Background: an optimization exercise with open tools, aiming at small area. Do not read the settings as production practice.
Only simulation tests tie the RTL to the original design; equivalence was not proved.
No driver is modelled on the clock port, so clock power and skew are understated where the tree is cut down; a real chip needs a root buffer or a tree.
Power figures rest on the tool's default switching activity, not on a simulated workload.

Design vtcore, start of the top module:
module vtcore (
    input  wire        clk,
    input  wire        rst,           
    input  wire        cmd_valid,
    input  wire [31:0] cmd_data,
    output wire        cmd_ready,
    input  wire [15:0] io_base,
    output wire        port_wr,
    output wire [15:0] port_addr,
    output wire [31:0] port_wdata,
    input  wire        port_fail,
    output wire [15:0] pc,
    output wire [2:0]  fault_code,
    output wire [15:0] fault_pc,
    output wire [31:0] fault_cmd
);
Settings: LEC_CHECK=0, ABC_AREA=1, CAP_MARGIN=20, CORE_MARGIN=2, CORE_UTILIZATION=40, PLACE_DENSITY=0.6, SLEW_MARGIN=20; clock period 5.0 ns.
standard.sh (not shown) runs the stock make flow with config.mk's settings and CLKGATE_MAP_FILE= SYNTH_SCRIPT=/design/flow/synth_recipe.tcl, a recipe that flattens the netlist after the stock synthesis.
==> flow/flow/run.sh <==
#!/bin/bash
# ORFS layout (the standard.sh) with these changes:
#  - synthesis maps logic with an area-oriented ABC script (flow/abc_area.script);
#    everything else in the synthesis scripts is ORFS's own, so registers are unchanged
#  - port buffers use sky130_fd_sc_hd__buf_1
#  - one tie cell per constant instead of one per constant pin
#  - placement is not timing driven; synthesis buffers are removed before it
#  - clock tree built from clkbuf_4/clkbuf_8 without dummy loads
set -euo pipefail
here=$(pwd)
rm -rf "$here/orfs_scripts"
cp -r "$FLOW_HOME/scripts" "$here/orfs_scripts"
cp "$here/flow/abc_area.script" "$here/orfs_scripts/abc_area.script"
bash standard.sh synth "SCRIPTS_DIR=$here/orfs_scripts" > synth_make.log 2>&1
bash standard.sh finish \
  "SKIP_REPAIR_TIE_FANOUT=1" \
  "GPL_TIMING_DRIVEN=0" \
  "PRE_GLOBAL_PLACE_TCL=$here/flow/pre_gpl.tcl" \
  "BUFFER_PORTS_ARGS=-buffer_cell sky130_fd_sc_hd__buf_1" \
  "CTS_ARGS=-sink_clustering_enable -repair_clock_nets -dont_use_dummy_load -sink_clustering_size 30 -sink_clustering_max_diameter 120 -buf_list {sky130_fd_sc_hd__clkbuf_4 sky130_fd_sc_hd__clkbuf_8}" \
  > flow_make.log 2>&1
==> flow/flow/abc_area.script <==
strash
&get -n
&deepsyn -J 100 -T 250
&put
&get -n
&dch -f
&nf -D 50000 -R 1000
&put
==> flow/flow/pre_gpl.tcl <==
# Remove the buffers synthesis inserted (as timing-driven placement would) before
# port buffering, since placement here is not timing driven.
remove_buffers
Next try:
--- a/flow/flow/run.sh
+++ b/flow/flow/run.sh
@@ -20 +20 @@
-  "CTS_ARGS=-sink_clustering_enable -repair_clock_nets -dont_use_dummy_load -sink_clustering_size 30 -sink_clustering_max_diameter 120 -buf_list {sky130_fd_sc_hd__clkbuf_4 sky130_fd_sc_hd__clkbuf_8}" \
+  "CTS_ARGS=-sink_clustering_enable -repair_clock_nets -dont_use_dummy_load -buf_list {sky130_fd_sc_hd__clkbuf_4 sky130_fd_sc_hd__clkbuf_8}" \
==> flow/flow/abc_area.script (replaced) <==
strash
dc2
&get -n
&dch -f
&nf -D 50000 -R 1000
&put
strash
dc2
&get -n
&dch -f
&nf -D 50000 -R 1000
&put
What happened:
- The changed run finished with timing, DRC and antenna clean
- sequential share of layout area fell by 1.8 points
- via count rose by 3.8%
- routed wire length rose by 1.9%
- design area rose by 4.7%
- combinational power fell by about 8%
- flip-flop and latch count stays the same
- register-to-register slack improves by 280 ps

========
== rev 12 ==
vtcore, a different RTL version from the one above (not shown whole).
Size in the first run: roughly 590 cells after synthesis, about 83 flip-flops, roughly 170 I/O pins, ~5200 µm² of cells after synthesis.
Settings: LEC_CHECK=0, ABC_AREA=1, CAP_MARGIN=20, CORE_MARGIN=2, CORE_UTILIZATION=40, PLACE_DENSITY=0.6, SLEW_MARGIN=20; clock period 5.0 ns.
==> flow/flow/run.sh <==
#!/bin/bash
# ORFS layout (the standard.sh) with these changes:
#  - synthesis maps logic with an area-oriented ABC script (flow/abc_area.script);
#    everything else in the synthesis scripts is ORFS's own, so registers are unchanged
#  - port buffers use sky130_fd_sc_hd__buf_1
#  - one tie cell per constant instead of one per constant pin
#  - placement is not timing driven; synthesis buffers are removed before it
#  - clock tree built from clkbuf_4/clkbuf_8 without dummy loads
set -euo pipefail
here=$(pwd)
rm -rf "$here/orfs_scripts"
cp -r "$FLOW_HOME/scripts" "$here/orfs_scripts"
cp "$here/flow/abc_area.script" "$here/orfs_scripts/abc_area.script"
bash standard.sh synth "SCRIPTS_DIR=$here/orfs_scripts" > synth_make.log 2>&1
bash standard.sh finish \
  "SKIP_REPAIR_TIE_FANOUT=1" \
  "GPL_TIMING_DRIVEN=0" \
  "PRE_GLOBAL_PLACE_TCL=$here/flow/pre_gpl.tcl" \
  "BUFFER_PORTS_ARGS=-buffer_cell sky130_fd_sc_hd__buf_1" \
  "CTS_ARGS=-sink_clustering_enable -repair_clock_nets -dont_use_dummy_load -buf_list {sky130_fd_sc_hd__clkbuf_4 sky130_fd_sc_hd__clkbuf_8}" \
  > flow_make.log 2>&1
==> flow/flow/abc_area.script <==
strash
dc2
&get -n
&dch -f
&nf -D 50000 -R 1000
&put
strash
dc2
&get -n
&dch -f
&nf -D 50000 -R 1000
&put
Scripts as last shown in full above: flow/flow/pre_gpl.tcl
No stage failed in rev 12, and the final checks on the layout all came back clean.
The inputs of rev 13 differ from those of rev 12 as listed below.
--- a/flow/flow/run.sh
+++ b/flow/flow/run.sh
@@ -2 +2 @@
-# ORFS layout (the standard.sh) with these changes:
+# ORFS layout (the standard.sh) with three changes:
@@ -6,2 +5,0 @@
-#  - one tie cell per constant instead of one per constant pin
-#  - placement is not timing driven; synthesis buffers are removed before it
@@ -16,3 +13,0 @@
-  "SKIP_REPAIR_TIE_FANOUT=1" \
-  "GPL_TIMING_DRIVEN=0" \
-  "PRE_GLOBAL_PLACE_TCL=$here/flow/pre_gpl.tcl" \
removed: flow/flow/pre_gpl.tcl
### Flow results
- Comparing rev 12 with rev 13, the wire length of the first global-routing pass came out essentially unchanged.
- From rev 12 to rev 13 the numbers moved as follows: number of setup buffers added after CTS fell 23, clock network fraction of design power rose 0.4 points, number of iterations in the first detailed-routing pass fell 1, largest net degree at the start of global routing rose about 14%, final cell utilization of the core fell 0.57 points.
- Looking at total design power, rev 13 sits below rev 12.
- The measured slew at the worst slew-check pin reported for rev 13 is smaller than that of rev 12 by 0.035 ns.
- Re routability congestion estimate from global placement: rev 13 is 4.5% up on rev 12.
- Rev 13 ended up with cmd_r[28] as its worst setup path startpoint; rev 12 ended up with cmd_r[30].

========
Setup of job 7893:
Another version of the RTL of vtcore (not shown whole).
Size: ~75 flip-flops, about 4500 um2 of cells after synthesis.
// vtcore
module vtcore (
    input  wire        clk,
    input  wire        rst,           
    input  wire        cmd_valid,
    input  wire [31:0] cmd_data,
    output wire        cmd_ready,
    input  wire [15:0] io_base,
    output wire        port_wr,
    output wire [15:0] port_addr,
    output wire [31:0] port_wdata,
    input  wire        port_fail,
    output wire [15:0] pc,
    output wire [2:0]  fault_code,
    output wire [15:0] fault_pc,
    output wire [31:0] fault_cmd
);
    localparam [2:0] ST_IDLE = 3'd0, ST_F_PORT = 3'd4,
                     ST_CHECK = 3'd5, ST_WRITE = 3'd6, ST_HOLD = 3'd7;
    localparam SG_LINES = 3'd0, SG_INIT = 3'd1, SG_START = 3'd2, SG_IBIT = 3'd3,
               SG_STOP  = 3'd4, SG_SEL  = 3'd5, SG_SBIT  = 3'd6, SG_DESEL = 3'd7;
    localparam [12:0] HC_END  = 13'b0101001001101;
    localparam [12:0] L_INIT  = 13'b1011011100000;  
    localparam [12:0] L_FRAME = 13'b0111100010100;  
    localparam [12:0] L_IBIT  = 13'b0011011000000;  
    localparam [12:0] L_PRE   = 13'b0101001110101;  
    localparam [12:0] L_SBIT  = 13'b0111110100101;  
  ...
==> flow/config.mk <==
export PLATFORM = sky130hd
export DESIGN_NAME = vtcore
export DESIGN_NICKNAME = vtcore
export VERILOG_FILES = /design/flow/design.v
export SDC_FILE = /design/flow/constraint.sdc
export NUM_CORES = 4
export LEC_CHECK = 0
export ABC_AREA = 1
export CAP_MARGIN = 20
export CORE_MARGIN = 2
export CORE_UTILIZATION = 40
export PLACE_DENSITY = 0.6
export SLEW_MARGIN = 20
==> flow/constraint.sdc <==
create_clock -name core_clock -period 5.0 [get_ports {clk}]
set_input_delay 1.0000 -clock core_clock [delete_from_list [all_inputs] [get_ports {clk}]]
set_output_delay 1.0000 -clock core_clock [all_outputs]
set_load 0.01 [all_outputs]
==> flow/flow/run.sh <==
#!/bin/bash
# ORFS layout (the standard.sh) with these changes:
#  - synthesis maps logic with an area-oriented ABC script (flow/abc_area.script);
#    everything else in the synthesis scripts is ORFS's own, so registers are unchanged
#  - port buffers use sky130_fd_sc_hd__buf_1
#  - one tie cell per constant instead of one per constant pin
#  - placement is not timing driven; synthesis buffers are removed before it
#  - the clock tree is one level of four clkbuf_16, each driving the registers of
#    one quarter of the design (flow/manual_cts.tcl), in place of TritonCTS
# Each tool's output goes to the logs ORFS writes under orfs/logs, and make's
# output to synth_make.log and flow_make.log here.
set -euo pipefail
here=$(pwd)
rm -rf "$here/orfs_scripts"
cp -r "$FLOW_HOME/scripts" "$here/orfs_scripts"
cp "$here/flow/abc_area.script" "$here/orfs_scripts/abc_area.script"
sed -i "s|^log_cmd clock_tree_synthesis .*|source $here/flow/manual_cts.tcl|" "$here/orfs_scripts/cts.tcl"
grep -q "manual_cts.tcl" "$here/orfs_scripts/cts.tcl"
bash standard.sh synth "SCRIPTS_DIR=$here/orfs_scripts" > synth_make.log 2>&1
bash standard.sh finish \
  "SCRIPTS_DIR=$here/orfs_scripts" \
  "SKIP_REPAIR_TIE_FANOUT=1" \
  "GPL_TIMING_DRIVEN=0" \
  "PRE_GLOBAL_PLACE_TCL=$here/flow/pre_gpl.tcl" \
  "BUFFER_PORTS_ARGS=-buffer_cell sky130_fd_sc_hd__buf_1" \
  > flow_make.log 2>&1
==> flow/flow/manual_cts.tcl <==
# Clock tree built by hand: the clock port drives NLEAF leaf buffers, each
# driving the clock pins of the registers nearest to it (clusters of equal size,
# split by x then y), placed at the cluster's centre.
set nleaf_x 2
set nleaf_y 2
set leaf_master sky130_fd_sc_hd__clkbuf_16
set block [ord::get_db_block]
set db [ord::get_db]
set clknet [$block findNet clk]
set master [$db findMaster $leaf_master]
set sinks {}
foreach it [$clknet getITerms] {
  set inst [$it getInst]
  set bb [$inst getBBox]
  lappend sinks [list $it [expr {([$bb xMin] + [$bb xMax]) / 2}] [expr {([$bb yMin] + [$bb yMax]) / 2}]]
}
set n [llength $sinks]
set sx [lsort -integer -index 1 $sinks]
set per_col [expr {int(ceil(double($n) / $nleaf_x))}]
set k 0
for {set cx 0} {$cx < $nleaf_x} {incr cx} {
  set col [lrange $sx [expr {$cx * $per_col}] [expr {($cx + 1) * $per_col - 1}]]
  set col [lsort -integer -index 2 $col]
  set m [llength $col]
  set per_cell [expr {int(ceil(double($m) / $nleaf_y))}]
  for {set cy 0} {$cy < $nleaf_y} {incr cy} {
    set grp [lrange $col [expr {$cy * $per_cell}] [expr {($cy + 1) * $per_cell - 1}]]
    if {[llength $grp] == 0} { continue }
    set sumx 0; set sumy 0
    foreach s $grp { incr sumx [lindex $s 1]; incr sumy [lindex $s 2] }
    set x [expr {$sumx / [llength $grp]}]
    set y [expr {$sumy / [llength $grp]}]
    set buf [odb::dbInst_create $block $master "clkleaf_$k"]
    set net [odb::dbNet_create $block "clknet_leaf_$k"]
    $net setSigType CLOCK
    [$buf findITerm A] connect $clknet
    [$buf findITerm X] connect $net
    foreach s $grp {
      set it [lindex $s 0]
      $it disconnect
      $it connect $net
    }
    $buf setLocation $x $y
    $buf setPlacementStatus PLACED
    puts "clock leaf $k: [llength $grp] sinks at ($x, $y)"
    incr k
  }
}
set_propagated_clock [all_clocks]
Other scripts of this flow, unchanged in this note and not shown: flow/flow/abc_area.script, flow/flow/pre_gpl.tcl
Setup changes, job 7893 to job 5083
Settings: changing CORE_UTILIZATION from 40 to 60; changing PLACE_DENSITY from 0.6 to 0.8.
diff --git a/flow/flow/run.sh b/flow/flow/run.sh
--- a/flow/flow/run.sh
+++ b/flow/flow/run.sh
@@ -6,5 +6,5 @@
 #  - one tie cell per constant instead of one per constant pin
 #  - placement is not timing driven; synthesis buffers are removed before it
-#  - the clock tree is one level of four clkbuf_16, each driving the registers of
+#  - the clock tree is one level of four buf_12, each driving the registers of
 #    one quarter of the design (flow/manual_cts.tcl), in place of TritonCTS
 # Each tool's output goes to the logs ORFS writes under orfs/logs, and make's
diff --git a/flow/flow/manual_cts.tcl b/flow/flow/manual_cts.tcl
--- a/flow/flow/manual_cts.tcl
+++ b/flow/flow/manual_cts.tcl
@@ -4,5 +4,5 @@
 set nleaf_x 2
 set nleaf_y 2
-set leaf_master sky130_fd_sc_hd__clkbuf_16
+set leaf_master sky130_fd_sc_hd__buf_12
 set block [ord::get_db_block]
 set db [ord::get_db]
Notes after the runs:
- [compare] base=job 7893 new=job 5083: utilization +22 points; total wire length decreased by 3.6% relative to the old numbers.
- The net total in the final layout was comparable across job 5083 and job 7893.
- Delta (job 5083 minus job 7893): die area dropped about 32%, iteration-0 DRC count of the detailed router climbed 51.
- Job 5083 vs. job 7893: hold slack now sits lower; post-detailed-placement half-perimeter wirelength shrank by 5.7%; fraction of area in registers rose 0.54 points.
- Sort job 5083 and job 7893 by share of total power in combinational logic, ascending, and job 7893 comes first.
In every run of this note, the design's own scripts or RTL, not TritonCTS, make the clock network.

==> what the ideal ports hide <==
In the flow no input, the clock included, has a driving cell. The finished layouts below were timed again as built, in two steps.
Step 1 assumes that a clkbuf_16 drives the clock port and a buf_2 every other input.
Step 2, shift: input delay + t, output delay - t, t = (earliest + latest rising clock arrival at the registers) / 2. This alone moves slack from input paths to output paths.
Slacks: ideal ports / drivers / drivers and shift; pairs: ideal ports / drivers.
run | t, ns | slack for setup (ns) | hold WS [ns]
the first run of note 1 | 0.379 | 0.444 / 0.444 / 0.444 | 0.426 / 0.426 / 0.426
the second run of note 1 | 0.380 | 0.720 / 0.720 / 0.720 | 0.456 / 0.456 / 0.456
rev 12 | 0.377 | 0.208 / 0.208 / 0.208 | 0.507 / 0.507 / 0.507
rev 13 | 0.394 | 0.357 / 0.357 / 0.357 | 0.522 / 0.522 / 0.522
job 7893 | 0.225 | 0.522 / 0.522 / 0.522 | 0.445 / 0.445 / 0.445
job 5083 | 0.205 | 0.568 / 0.567 / 0.567 | 0.441 / 0.441 / 0.441
After both steps every run listed still meets setup and hold. For job 5083, which loses most, drivers alone change the setup slack by -0.001 ns; drivers and shift together by -0.001 ns.
